Source: an optimization exercise on an open RTL-to-GDS flow (aim: small area, a short achievable clock period and few clock cycles per item). Production flows keep margins and buffers that such runs may drop.
Only simulation tests tie the RTL to the original design; equivalence was not proved.

Design crc16_stream, start of the top module:
module crc16_stream (
    input  wire        clk,
    input  wire        rst,
    input  wire [15:0] cfg_poly,
    input  wire [15:0] cfg_init,
    input  wire [15:0] cfg_xorout,
    input  wire        cfg_refin,
    input  wire        cfg_refout,
    input  wire        in_valid,
    output wire        in_ready,
    input  wire [63:0] in_data,
    input  wire [3:0]  in_bytes,
    input  wire        in_last,
    output wire        out_valid,
    input  wire        out_ready,
    output reg  [15:0] out_crc
);
==> module crc16_stream, before the edit <==
module crc16_stream (
    input  wire        clk,
    input  wire        rst,
    input  wire [15:0] cfg_poly,
    input  wire [15:0] cfg_init,
    input  wire [15:0] cfg_xorout,
    input  wire        cfg_refin,
    input  wire        cfg_refout,
    input  wire        in_valid,
    output wire        in_ready,
    input  wire [63:0] in_data,
    input  wire [3:0]  in_bytes,
    input  wire        in_last,
    output wire        out_valid,
    input  wire        out_ready,
    output reg  [15:0] out_crc
);
    localparam integer G = 4;           
    integer i, j, k;
    reg        rdy_q, rdy_x;   
    reg        ov_q, ov_x;     
    reg        v_q;            
    reg        h_q;            
    reg        pend;           
    reg [31:0] lo_q;           
    reg [31:0] hi_q;           
    reg [3:0]  n_q;            
    reg        last_q;         
    reg [15:0] poly_q;
    reg        refin_q;
    reg [15:0] crc;
    assign in_ready  = !rdy_x;
    assign out_valid = !ov_x;
    wire take_in = in_valid && rdy_q;
    reg [15:0] xv [0:G-1];
    always @* begin
        xv[0] = poly_q;
        for (k = 1; k < G; k = k + 1)
            xv[k] = {xv[k-1][14:0], 1'b0} ^ (xv[k-1][15] ? poly_q : 16'h0000);
    end
    reg [31:0] dl;
    always @* begin
        for (j = 0; j < 4; j = j + 1)
            for (k = 0; k < 8; k = k + 1)
                dl[8*j+k] = refin_q ? lo_q[8*j+7-k] : lo_q[8*j+k];
    end
    reg [15:0] r, s;
    reg [15:0] rb [0:4];
    integer g;
    always @* begin
        r = crc;
        rb[0] = r;
        for (j = 0; j < 4; j = j + 1) begin
            r = r ^ {dl[8*j +: 8], 8'h00};
            for (g = 0; g < 8 / G; g = g + 1) begin
                s = r << G;
                for (k = 0; k < G; k = k + 1)
                    s = s ^ (r[16-G+k] ? xv[k] : 16'h0000);
                r = s;
            end
            rb[j+1] = r;
        end
    end
    wire       big  = n_q[3] || (n_q[2] && |n_q[1:0]);      
    wire [2:0] nb   = pend ? 3'd0 : h_q ? {n_q[3], n_q[1:0]} : big ? 3'd4 : n_q[2:0];
    wire [15:0] nxt = nb[2] ? rb[4] : rb[nb[1:0]];
    reg [15:0] fin;
    always @* begin
        for (k = 0; k < 16; k = k + 1)
            fin[k] = cfg_refout ? nxt[15-k] : nxt[k];
        fin = fin ^ cfg_xorout;
    end
    wire fin_half = h_q || !big;
    wire a_free   = !ov_q;                             
    wire res      = pend || (v_q && fin_half && last_q);   
    wire put      = res && a_free;                          
    always @(posedge clk) begin
        poly_q  <= cfg_poly;
        refin_q <= cfg_refin;
        hi_q <= in_data[63:32];
        if (rdy_q) n_q <= in_bytes;
        lo_q <= rdy_q ? in_data[31:0] : hi_q;
        if (put) out_crc <= fin;
        if (put || (!v_q && !pend && last_q)) crc <= cfg_init;
        else if (v_q) crc <= nxt;
    end
    wire v_n    = take_in || (v_q && !fin_half);
    wire h_n    = !take_in && v_q && !fin_half;
    wire last_n = take_in ? in_last : last_q;
    wire pend_n = res && !a_free;
    wire ov_n   = put || (ov_q && !out_ready);
    wire big_in = in_bytes[3] || (in_bytes[2] && |in_bytes[1:0]);
    wire rdy_n  = !pend_n && (!v_n || (take_in ? !big_in && !(in_last && ov_n) : !(last_q && ov_n)));
    always @(posedge clk) begin
        if (rst) begin
            v_q <= 1'b0;
            h_q <= 1'b0;
            pend <= 1'b0;
            last_q <= 1'b1;
            ov_q <= 1'b0;
            ov_x <= 1'b1;
            rdy_q <= 1'b1;
            rdy_x <= 1'b0;
        end else begin
            v_q <= v_n;
            h_q <= h_n;
            pend <= pend_n;
            last_q <= last_n;
            ov_q <= ov_n;
            ov_x <= !ov_n;
            rdy_q <= rdy_n;
            rdy_x <= !rdy_n;
        end
    end
endmodule
==> flow/config.mk <==
export PLATFORM = sky130hd
export DESIGN_NAME = crc16_stream
export DESIGN_NICKNAME = crc16_stream
export VERILOG_FILES = /design/flow/design.v
export SDC_FILE = /design/flow/constraint.sdc
export NUM_CORES = 4
export LEC_CHECK = 0
export ABC_AREA = 1
export CAP_MARGIN = 20
export CORE_MARGIN = 2
export CORE_UTILIZATION = 65
export CTS_BUF_LIST = sky130_fd_sc_hd__clkbuf_8
export SLEW_MARGIN = 20
==> flow/constraint.sdc <==
create_clock -name core_clock -period 55.0 [get_ports {clk}]
set_input_delay 11.0000 -clock core_clock [delete_from_list [all_inputs] [get_ports {clk}]]
set_output_delay 11.0000 -clock core_clock [all_outputs]
set_load 0.01 [all_outputs]
standard.sh (not shown) runs the stock make flow with config.mk's settings and CLKGATE_MAP_FILE= SYNTH_SCRIPT=/design/flow/synth_recipe.tcl, a recipe that flattens the netlist after the stock synthesis.
==> flow/flow/run.sh <==
#!/bin/bash
# Own layout flow: the standard ORFS flow (standard.sh, with the standard
# synthesis script synth_recipe.tcl), changed in three ways:
#  - ABC maps the logic with flow/abc_area.script (an area-oriented &nf
#    mapping) in place of ORFS's abc_area.script; registers are untouched;
#  - ports are buffered with sky130_fd_sc_hd__buf_1;
#  - timing repair aims at a setup slack of SETUP_MARGIN ns at the design's
#    clock period, so that the layout's achieved period is short.
# Each step's full log is in orfs/logs/; make's own output is in flow.log.
set -euo pipefail
W=$(pwd)
SETUP_MARGIN=43
rm -rf "$W/scripts_abc"
cp -r "$FLOW_HOME/scripts" "$W/scripts_abc"
cp "$W/flow/abc_area.script" "$W/scripts_abc/abc_area.script"
export SCRIPTS_DIR="$W/scripts_abc"
bash "$W/standard.sh" finish \
    "BUFFER_PORTS_ARGS=-buffer_cell sky130_fd_sc_hd__buf_1" \
    "SETUP_SLACK_MARGIN=$SETUP_MARGIN" > "$W/flow.log" 2>&1
==> flow/flow/abc_area.script <==
strash
&get -n
&st
&dch
&nf -R 1000
&st
&dch
&nf -R 1000
&put
topo
stime -c
The starting point produced a clean layout.
Testbench counts at the start, summed over its fixed seeds: cycles 42,459, bytes 164,741.
Rerun with:
--- a/flow/design.v
+++ b/flow/design.v
@@ -60,11 +60,11 @@
             end
             rb[j+1] = r;
         end
     end
     wire       big  = n_q[3] || (n_q[2] && |n_q[1:0]);      
-    wire [2:0] nb   = pend ? 3'd0 : h_q ? {n_q[3], n_q[1:0]} : big ? 3'd4 : n_q[2:0];
+    wire [2:0] nb   = (pend || !v_q) ? 3'd0 : h_q ? {n_q[3], n_q[1:0]} : big ? 3'd4 : n_q[2:0];
     wire [15:0] nxt = nb[2] ? rb[4] : rb[nb[1:0]];
     reg [15:0] fin;
     always @* begin
         for (k = 0; k < 16; k = k + 1)
             fin[k] = cfg_refout ? nxt[15-k] : nxt[k];
@@ -79,12 +79,11 @@
         refin_q <= cfg_refin;
         hi_q <= in_data[63:32];
         if (rdy_q) n_q <= in_bytes;
         lo_q <= rdy_q ? in_data[31:0] : hi_q;
         if (put) out_crc <= fin;
-        if (put || (!v_q && !pend && last_q)) crc <= cfg_init;
-        else if (v_q) crc <= nxt;
+        crc <= (put || (!v_q && !pend && last_q)) ? cfg_init : nxt;
     end
     wire v_n    = take_in || (v_q && !fin_half);
     wire h_n    = !take_in && v_q && !fin_half;
     wire last_n = take_in ? in_last : last_q;
     wire pend_n = res && !a_free;
=> The new run finished with timing, DRC and antenna clean; setup slack loses 0.036 ns; die area came out lower by 1.4%; global-route usage rose by 4.6 points; via count grows by 2.8%; count of clock-buffer cells in the layout stays the same; fmax is about the same; design area hardly moves; routed wire length is higher by 6.4%.
Testbench counts after the change, summed over its fixed seeds: cycles 42,459, bytes 164,741.

---

The RTL this note starts from:
==> flow/design.v <==
module crc16_stream (
    input  wire        clk,
    input  wire        rst,
    input  wire [15:0] cfg_poly,
    input  wire [15:0] cfg_init,
    input  wire [15:0] cfg_xorout,
    input  wire        cfg_refin,
    input  wire        cfg_refout,
    input  wire        in_valid,
    output wire        in_ready,
    input  wire [63:0] in_data,
    input  wire [3:0]  in_bytes,
    input  wire        in_last,
    output wire        out_valid,
    input  wire        out_ready,
    output reg  [15:0] out_crc
);
    localparam integer G = 4;           
    integer i, j, k;
    reg        rdy_q, rdy_x;   
    reg        ov_q, ov_x;     
    reg        v_q;            
    reg        pend;           
    reg [31:0] lo_q;           
    reg [31:0] hi_q;           
    reg [3:0]  n_q;            
    reg        last_q;         
    reg [15:0] poly_q;
    reg        refin_q;
    reg [15:0] crc;
    assign in_ready  = !rdy_x;
    assign out_valid = !ov_x;
    wire take_in = in_valid && rdy_q;
    reg [15:0] xv [0:G-1];
    always @* begin
        xv[0] = poly_q;
        for (k = 1; k < G; k = k + 1)
            xv[k] = {xv[k-1][14:0], 1'b0} ^ (xv[k-1][15] ? poly_q : 16'h0000);
    end
    reg [31:0] dl;
    always @* begin
        for (j = 0; j < 4; j = j + 1)
            for (k = 0; k < 8; k = k + 1)
                dl[8*j+k] = refin_q ? lo_q[8*j+7-k] : lo_q[8*j+k];
    end
    reg [15:0] r, s;
    reg [15:0] rb [0:4];
    integer g;
    always @* begin
        r = crc;
        rb[0] = r;
        for (j = 0; j < 4; j = j + 1) begin
            r = r ^ {dl[8*j +: 8], 8'h00};
            for (g = 0; g < 8 / G; g = g + 1) begin
                s = r << G;
                for (k = 0; k < G; k = k + 1)
                    s = s ^ (r[16-G+k] ? xv[k] : 16'h0000);
                r = s;
            end
            rb[j+1] = r;
        end
    end
    wire       big  = n_q[3] || (n_q[2] && |n_q[1:0]);      
    wire [2:0] nb   = (pend || !v_q) ? 3'd0 : big ? 3'd4 : n_q[2:0];
    wire [15:0] nxt = nb[2] ? rb[4] : rb[nb[1:0]];
    reg [15:0] fin;
    always @* begin
        for (k = 0; k < 16; k = k + 1)
            fin[k] = cfg_refout ? nxt[15-k] : nxt[k];
        fin = fin ^ cfg_xorout;
    end
    wire fin_half = !big;
    wire a_free   = !ov_q;                             
    wire res      = pend || (v_q && fin_half && last_q);   
    wire put      = res && a_free;                          
    always @(posedge clk) begin
        poly_q  <= cfg_poly;
        refin_q <= cfg_refin;
        hi_q <= in_data[63:32];
        n_q <= rdy_q ? in_bytes : {1'b0, n_q[3], n_q[1:0]};
        lo_q <= rdy_q ? in_data[31:0] : hi_q;
        if (put) out_crc <= fin;
        crc <= (put || (!v_q && !pend && last_q)) ? cfg_init : nxt;
    end
    wire v_n    = take_in || (v_q && !fin_half);
    wire last_n = take_in ? in_last : last_q;
    wire pend_n = res && !a_free;
    wire ov_n   = put || (ov_q && !out_ready);
    wire big_in = in_bytes[3] || (in_bytes[2] && |in_bytes[1:0]);
    wire rdy_n  = !pend_n && (!v_n || (take_in ? !big_in && !(in_last && ov_n) : !(last_q && ov_n)));
    always @(posedge clk) begin
        if (rst) begin
            v_q <= 1'b0;
            pend <= 1'b0;
            last_q <= 1'b1;
            ov_q <= 1'b0;
            ov_x <= 1'b1;
            rdy_q <= 1'b1;
            rdy_x <= 1'b0;
        end else begin
            v_q <= v_n;
            pend <= pend_n;
            last_q <= last_n;
            ov_q <= ov_n;
            ov_x <= !ov_n;
            rdy_q <= rdy_n;
            rdy_x <= !rdy_n;
        end
    end
endmodule
export LEC_CHECK = 0
export ABC_AREA = 1
export CAP_MARGIN = 20
export CORE_MARGIN = 2
export CORE_UTILIZATION = 65
export CTS_BUF_LIST = sky130_fd_sc_hd__clkbuf_8
export SLEW_MARGIN = 20
create_clock -name core_clock -period 55.0 [get_ports {clk}]
Scripts as last shown in full above: flow/flow/run.sh, flow/flow/abc_area.script
Testbench counts at the start, summed over its fixed seeds: cycles 42,459, bytes 164,741.
Rerun with:
--- a/flow/design.v
+++ b/flow/design.v
@@ -18,10 +18,11 @@
     localparam integer G = 4;           
     integer i, j, k;
     reg        rdy_q, rdy_x;   
     reg        ov_q, ov_x;     
     reg        v_q;            
+    reg        h_q;            
     reg        pend;           
     reg [31:0] lo_q;           
     reg [31:0] hi_q;           
     reg [3:0]  n_q;            
     reg        last_q;         
@@ -59,48 +60,54 @@
             end
             rb[j+1] = r;
         end
     end
     wire       big  = n_q[3] || (n_q[2] && |n_q[1:0]);      
-    wire [2:0] nb   = (pend || !v_q) ? 3'd0 : big ? 3'd4 : n_q[2:0];
+    wire [2:0] nb   = pend ? 3'd0 : h_q ? {n_q[3], n_q[1:0]} : big ? 3'd4 : n_q[2:0];
     wire [15:0] nxt = nb[2] ? rb[4] : rb[nb[1:0]];
     reg [15:0] fin;
     always @* begin
         for (k = 0; k < 16; k = k + 1)
             fin[k] = cfg_refout ? nxt[15-k] : nxt[k];
         fin = fin ^ cfg_xorout;
     end
-    wire fin_half = !big;
+    wire fin_half = h_q || !big;
     wire a_free   = !ov_q;                             
     wire res      = pend || (v_q && fin_half && last_q);   
     wire put      = res && a_free;                          
     always @(posedge clk) begin
         poly_q  <= cfg_poly;
         refin_q <= cfg_refin;
-        hi_q <= in_data[63:32];
-        n_q <= rdy_q ? in_bytes : {1'b0, n_q[3], n_q[1:0]};
+        if (rdy_q) begin
+            hi_q <= in_data[63:32];
+            n_q  <= in_bytes;
+        end
         lo_q <= rdy_q ? in_data[31:0] : hi_q;
         if (put) out_crc <= fin;
-        crc <= (put || (!v_q && !pend && last_q)) ? cfg_init : nxt;
+        if (put || (!v_q && !pend && last_q)) crc <= cfg_init;
+        else if (v_q) crc <= nxt;
     end
     wire v_n    = take_in || (v_q && !fin_half);
+    wire h_n    = !take_in && v_q && !fin_half;
     wire last_n = take_in ? in_last : last_q;
     wire pend_n = res && !a_free;
     wire ov_n   = put || (ov_q && !out_ready);
     wire big_in = in_bytes[3] || (in_bytes[2] && |in_bytes[1:0]);
     wire rdy_n  = !pend_n && (!v_n || (take_in ? !big_in && !(in_last && ov_n) : !(last_q && ov_n)));
     always @(posedge clk) begin
         if (rst) begin
             v_q <= 1'b0;
+            h_q <= 1'b0;
             pend <= 1'b0;
             last_q <= 1'b1;
             ov_q <= 1'b0;
             ov_x <= 1'b1;
             rdy_q <= 1'b1;
             rdy_x <= 1'b0;
         end else begin
             v_q <= v_n;
+            h_q <= h_n;
             pend <= pend_n;
             last_q <= last_n;
             ov_q <= ov_n;
             ov_x <= !ov_n;
             rdy_q <= rdy_n;
Effect: The changed run ran to the end with no violations. Clock skew is about the same. Wire length went down by about 3%. First-iteration DRC count went down by 23%. Worst hold slack is better by 0.012 ns. Non-clock buffer count went down by 13. Cell area went up by about 2%. Maximum frequency hardly moves. Count of clock-buffer cells in the layout went up by 1. Synthesized cell count went down by 1.7%. Utilization went down by 1.9 points.
Testbench counts after the change, summed over its fixed seeds: cycles 42,459, bytes 164,741.

==> port drivers added, routing unchanged <==
The flow's constraints put no driver on any port. The routed layouts listed below were extracted and timed again, unchanged, in two steps. Step 1: set_driving_cell puts a clkbuf_16 on clk and a buf_2 on each other input, an assumption about the parent block. Step 2 adds t to the input delays and takes it off the output delays; t is the mean of the earliest and latest rising clock arrival at the registers after step 1. Input paths then give back, and output paths get back, about the clock's delay inside the block. a / b / c = ideal ports / drivers / drivers and shift; a / b = the first two.
| run | t (ns) | setup slack, ns | worst register clock-pin slew, ns | cell pins on the clock port's net |
|---|---|---|---|---|
| the first run of note 1 | 0.485 | 43.021 / 42.978 / 42.945 | 0.10 / 0.10 | 1 |
| the second run of note 1 | 0.513 | 42.986 / 42.946 / 42.826 | 0.09 / 0.09 | 1 |
| the first run of note 2 | 0.513 | 43.004 / 42.959 / 42.728 | 0.10 / 0.10 | 1 |
| the second run of note 2 | 0.495 | 43.000 / 42.959 / 42.943 | 0.09 / 0.09 | 1 |
After both steps every run listed still meets setup and hold. For the first run of note 2, which loses most, drivers alone change the setup slack by -0.045 ns; drivers and shift together by -0.276 ns.
